This is an optimization exercise on Yosys and OpenROAD, whose aim is small area, a short achievable clock period and few clock cycles per item, not a production implementation. The RTL was checked by simulation tests, not by an equivalence proof against the original design. Power is estimated from default activity; no workload was simulated.

==> flow/design.v <==
module crsf_parser (
    input  wire       clk,
    input  wire       rst,         
    input  wire       in_valid,
    output wire       in_ready,
    input  wire [7:0] in_data,
    input  wire       in_last,     
    output wire       out_valid,
    input  wire       out_ready,
    output wire [7:0] out_data,
    output wire       out_last,    
    output wire       st_valid,
    output wire [7:0] st_aux,      
    output wire [5:0] st_level     
);
    localparam QD = 3;             
    function automatic [7:0] crc8_step(input [7:0] c, input [7:0] b);
        integer i;
        reg [7:0] v;
        begin
            v = c ^ b;
            for (i = 0; i < 8; i = i + 1)
                v = v[7] ? ((v << 1) ^ 8'hD5) : (v << 1);
            crc8_step = v;
        end
    endfunction
    function automatic is_sync(input [7:0] b);
        is_sync = (b == 8'hC8) || (b == 8'hEA) || (b == 8'hEC) || (b == 8'hEE);
    endfunction
    function automatic [7:0] sync_byte(input [1:0] code);
        sync_byte = {2'b11, code != 2'd0, 2'b01, code, 1'b0};
    endfunction
    reg  [7:0] mem [0:63];
    integer    mi;
    reg  [7:0] w_lo, w_hi;
    reg  [7:0] wd;
    reg        wv;
    reg        rdy;
    reg  [5:0] wptr;         
    reg  [5:0] cptr;         
    reg  [5:0] rptr;         
    reg  [5:0] lvl;          
    reg  [1:0] scode;        
    reg  [5:0] flen;         
    reg  [7:0] crc;          
    reg        bad;          
    reg        rew;          
    reg        s0, s1;       
    reg        sb, sc;       
    reg        c_open;
    reg        c_seen;
    reg        c_drop;
    reg  [QD-1:0] qv;        
    reg  [1:0] q_aux [0:QD-1];     
    reg  [5:0] o_nf;         
    reg  [5:0] q_lvl [0:QD-1];
    reg  [5:0] q_mrk [0:QD-1];
    reg        st_q;
    integer    qi;
    localparam K_SYNC = 2'd0, K_LEN = 2'd1, K_BODY = 2'd2;
    reg  [1:0] i_ph;         
    reg  [5:0] i_rem;        
    reg  [7:0] g [0:3];      
    reg  [1:0] gsel;
    reg        gv;           
    reg  [1:0] gk;           
    reg        gl;           
    reg        ov, sv;
    reg  [7:0] od, sd;
    reg        ol, sl;
    wire       in_take = in_valid && rdy;
    wire       x_sync  = is_sync(in_data);
    wire       x_lenok = (in_data >= 8'd2) && (in_data <= 8'd62);
    wire       x_ok    = (in_data == crc) && !bad;
    wire       lvl0    = s0;
    wire       lvl1    = s1;
    wire [5:0] wptr_p1 = wptr + 6'd1;
    wire       lvl_eq  = (lvl == flen);
    wire       adv_w   = (s1 && x_lenok) || sb || sc;
    wire [5:0] wptr_n  = adv_w ? wptr_p1 : wptr;
    wire [5:0] cptr_n  = (sc && x_ok) ? wptr_p1 : cptr;
    wire       n_s1    = (s0 || (s1 && !x_lenok)) && x_sync;
    wire       n_s0    = sc || ((s0 || (s1 && !x_lenok)) && !x_sync);
    wire       n_sb    = (s1 && x_lenok) || (sb && !lvl_eq);
    wire       n_sc    = sb && lvl_eq;
    wire [5:0] lvl_n   = (s1 && x_lenok) ? 6'd2 : sb ? lvl + 6'd1 :
                         n_s1 ? 6'd1 : 6'd0;
    wire       drop_n  = (s0 && !x_sync) || (s1 && !x_lenok) || (sc && !x_ok);
    wire       seen_n  = c_open ? (c_seen | x_sync) : (!lvl0 | x_sync);
    wire       cdrop_n = (c_open && c_drop) | drop_n;
    wire       push    = in_take && in_last;
    reg        pend;
    wire       q_eq0  = qv[0] && (rptr == q_mrk[0]);
    wire       q_eq1  = qv[1] && (rptr == q_mrk[1]);
    wire       q_eq2  = qv[2] && (rptr == q_mrk[2]);
    wire       q_at   = (st_q ? q_eq1 : q_eq0) && (i_ph == 2'd0);
    wire       take   = ov && out_ready;
    wire       st_set = q_at && !gv && !sv && (!ov || out_ready);
    wire       q_at2  = st_q ? q_eq2 : q_eq1;
    wire       q_blk  = q_at && (gv || sv || (ov && !out_ready) || q_at2);
    wire       avail  = (i_ph != 2'd0) || ((rptr != cptr) && !q_blk);
    wire       room   = !ov || (!sv && !gv) || (out_ready && !(sv && gv));
    wire       issue  = avail && room;
    wire [7:0] rd     = g[gsel];
    wire [7:0] land   = (gk == K_SYNC) ? sync_byte(rd[7:6]) :
                        (gk == K_LEN)  ? {2'b00, rd[5:0]} : rd;
    wire [5:0] occ    = wptr - rptr;
    wire       q_push = pend && (!qv[QD-1] || st_q);
    wire       pend_n = push || (pend && !q_push);
    wire [QD-1:0] qv_n;
    wire [QD-1:0] q_wr = st_q ? ({1'b0, qv[QD-1:1]} ^ qv) : (qv ^ {qv[QD-2:0], 1'b1});
    assign     qv_n   = (st_q ? {1'b0, qv[QD-1:1]} : qv) | (q_push ? q_wr : {QD{1'b0}});
    integer    gj, gk2;
    reg  [7:0] gt;
    reg  [15:0] rsel;        
    assign in_ready  = rdy;
    assign out_valid = ov;
    assign out_data  = od;
    assign out_last  = ol;
    assign st_valid  = st_q;
    assign st_aux    = {q_aux[0], o_nf};
    assign st_level  = q_lvl[0];
    always @(posedge clk) begin
        wd   <= lvl1 ? {scode, in_data[5:0]} : in_data;
        w_lo <= 8'd1 << wptr[2:0];
        w_hi <= 8'd1 << wptr[5:3];
        for (mi = 0; mi < 64; mi = mi + 1)
            if (wv && w_hi[mi / 8] && w_lo[mi % 8])
                mem[mi] <= wd;
        for (gj = 0; gj < 4; gj = gj + 1) begin
            gt = 8'd0;
            for (gk2 = 0; gk2 < 16; gk2 = gk2 + 1)
                gt = gt | (mem[gj*16 + gk2] & {8{rsel[gk2]}});
            g[gj] <= gt;
        end
        gsel <= rptr[5:4];
        gk   <= i_ph;
        gl   <= (i_ph == K_BODY) && (i_rem == 6'd1);
        if (issue && i_ph == K_LEN)
            i_rem <= rd[5:0];
        else if (issue && i_ph == K_BODY)
            i_rem <= i_rem - 6'd1;
        if (take && sv) begin
            od <= sd;
            ol <= sl;
        end else if (!ov || take) begin
            od <= land;
            ol <= gl;
        end
        if (gv && ov && !(take && !sv)) begin
            sd <= land;
            sl <= gl;
        end
        if (in_take) begin
            if (lvl1) begin
                flen <= in_data[5:0];
                crc  <= 8'h00;
            end else
                crc  <= crc8_step(crc, in_data);
            if (lvl == 6'd2)
                bad <= (in_data >= 8'h28) && (flen < 6'd4);
            if (lvl0 || x_sync)
                scode <= in_data[2:1];
        end
        for (qi = 0; qi < QD; qi = qi + 1) begin
            if (st_q && qi < QD - 1) begin
                q_aux[qi] <= q_aux[qi+1];
                q_lvl[qi] <= q_lvl[qi+1];
                q_mrk[qi] <= q_mrk[qi+1];
            end
            if (q_push && q_wr[qi]) begin
                q_aux[qi] <= {~c_seen, c_drop};
                q_lvl[qi] <= lvl;
                q_mrk[qi] <= cptr;
            end
        end
        if (rst) begin
            rdy    <= 1'b0;
            wptr   <= 6'd0;
            rew    <= 1'b0;
            wv     <= 1'b0;
            cptr   <= 6'd0;
            rptr   <= 6'd0;
            rsel   <= 16'd1;
            lvl    <= 6'd0;
            s0     <= 1'b1;
            s1     <= 1'b0;
            sb     <= 1'b0;
            sc     <= 1'b0;
            c_open <= 1'b0;
            pend   <= 1'b0;
            o_nf   <= 6'd0;
            qv     <= {QD{1'b0}};
            st_q   <= 1'b0;
            ov     <= 1'b0;
            sv     <= 1'b0;
            gv     <= 1'b0;
            i_ph   <= 2'd0;
        end else begin
            pend <= pend_n;
            rdy <= (in_take ? (occ <= 6'd61) : (occ <= 6'd62)) &&
                   !(pend_n && qv_n[QD-1] && !st_set);
            rew <= in_take && sc && !x_ok;
            wv <= rdy;
            if (rew)
                wptr <= cptr;
            else if (in_take)
                wptr <= wptr_n;
            if (in_take) begin
                cptr <= cptr_n;
                lvl  <= lvl_n;
                s0   <= n_s0;
                s1   <= n_s1;
                sb   <= n_sb;
                sc   <= n_sc;
                c_open <= !in_last;
                c_seen <= seen_n;
                c_drop <= cdrop_n;
            end
            qv   <= qv_n;
            st_q <= st_set;
            gv <= issue;
            if (st_q)
                o_nf <= {5'd0, gv && gk == K_SYNC};
            else if (gv && gk == K_SYNC && o_nf != 6'd63)
                o_nf <= o_nf + 6'd1;
            if (issue) begin
                if (i_ph != K_SYNC) begin
                    rptr <= rptr + 6'd1;
                    rsel <= {rsel[14:0], rsel[15]};
                end
                i_ph <= (i_ph == K_SYNC) ? K_LEN :
                        (i_ph == K_LEN)  ? K_BODY :
                        (i_rem == 6'd1)  ? K_SYNC : K_BODY;
            end
            if (take && sv)
                sv <= gv;
            else if (!ov || take)
                ov <= gv;
            else if (gv)
                sv <= 1'b1;
        end
    end
endmodule
clock: 5.0 ns
lec_check: 0
cap_margin: 20
core_margin: 2
core_utilization: 42
cts_buf_list: sky130_fd_sc_hd__clkbuf_16
cts_cluster_diameter: 300
cts_cluster_size: 26
setup_slack_margin: 2.84
slew_margin: 20
tns_end_percent: 100
run.sh (not shown) runs the stock make flow with config.mk's settings and CLKGATE_MAP_FILE= SYNTH_SCRIPT=/design/flow/synth_recipe.tcl, a recipe that flattens the netlist after the stock synthesis.
Testbench counts at the start, summed over its fixed seeds: cycles 52,863, bytes 52,098.
Next try:
Settings changed: CORE_UTILIZATION 42 to 40, SETUP_SLACK_MARGIN 2.84 to 2.8.
=>
- The changed run ran to the end with no violations
- total power hardly moves
- global-route usage fell by 1.3 points
- cell area barely changes
- area after synthesis does not change
- register-to-register slack gains 30 ps
Next try:
Settings changed: CORE_UTILIZATION 40 to 45.
Effect: Power stays flat; maximum frequency drops by about 0.5%; worst setup slack gets worse by 11 ps; synthesized cell count is unchanged; design area came out lower by 0.54%; synthesized area does not change; sequential power is about the same; utilization increases by 5.0 points; non-clock buffer count rises by 4; via count is lower by 0.36%.
Next try:
Settings changed: CORE_UTILIZATION 45 to 42.
Outcome:
- cell area came out higher by about 0.6%
- via count goes down by about 0.6%
- clock power barely changes
- final cell count is higher by 2.9%
- power is about the same
- die area came out higher by about 7%

port drivers added, routing unchanged:
Ports are ideal in the flow. The routed layouts listed here were re-timed in OpenROAD. Step 1, drivers: a clkbuf_16 drives clk and a buf_2 each remaining input, both assumed. Step 2 times the ports against the registers' clock, not the clock port: input delays grow and output delays shrink by t, the midpoint of the rising clock arrivals with the driver on. Slacks: ideal / step 1 / step 2; pairs: ideal / step 1.
| run | t, ns | setup slack, ns | worst setup path at the end | slew at the worst register clock pin (ns) |
|---|---|---|---|---|
| the first run | 0.680 | 2.782 / 2.723 / 2.269 | input to register | 0.11 / 0.11 |
| the second run | 0.677 | 2.784 / 2.725 / 2.174 | input to register | 0.11 / 0.11 |
| the third run | 0.691 | 2.774 / 2.711 / 2.214 | input to register | 0.11 / 0.11 |
| the fourth run | 0.697 | 2.802 / 2.740 / 2.205 | input to register | 0.11 / 0.11 |
After both steps every run listed still meets setup and hold. The setup slack of the second run, which loses most, moves by -0.059 ns with the drivers and by -0.610 ns with both steps.
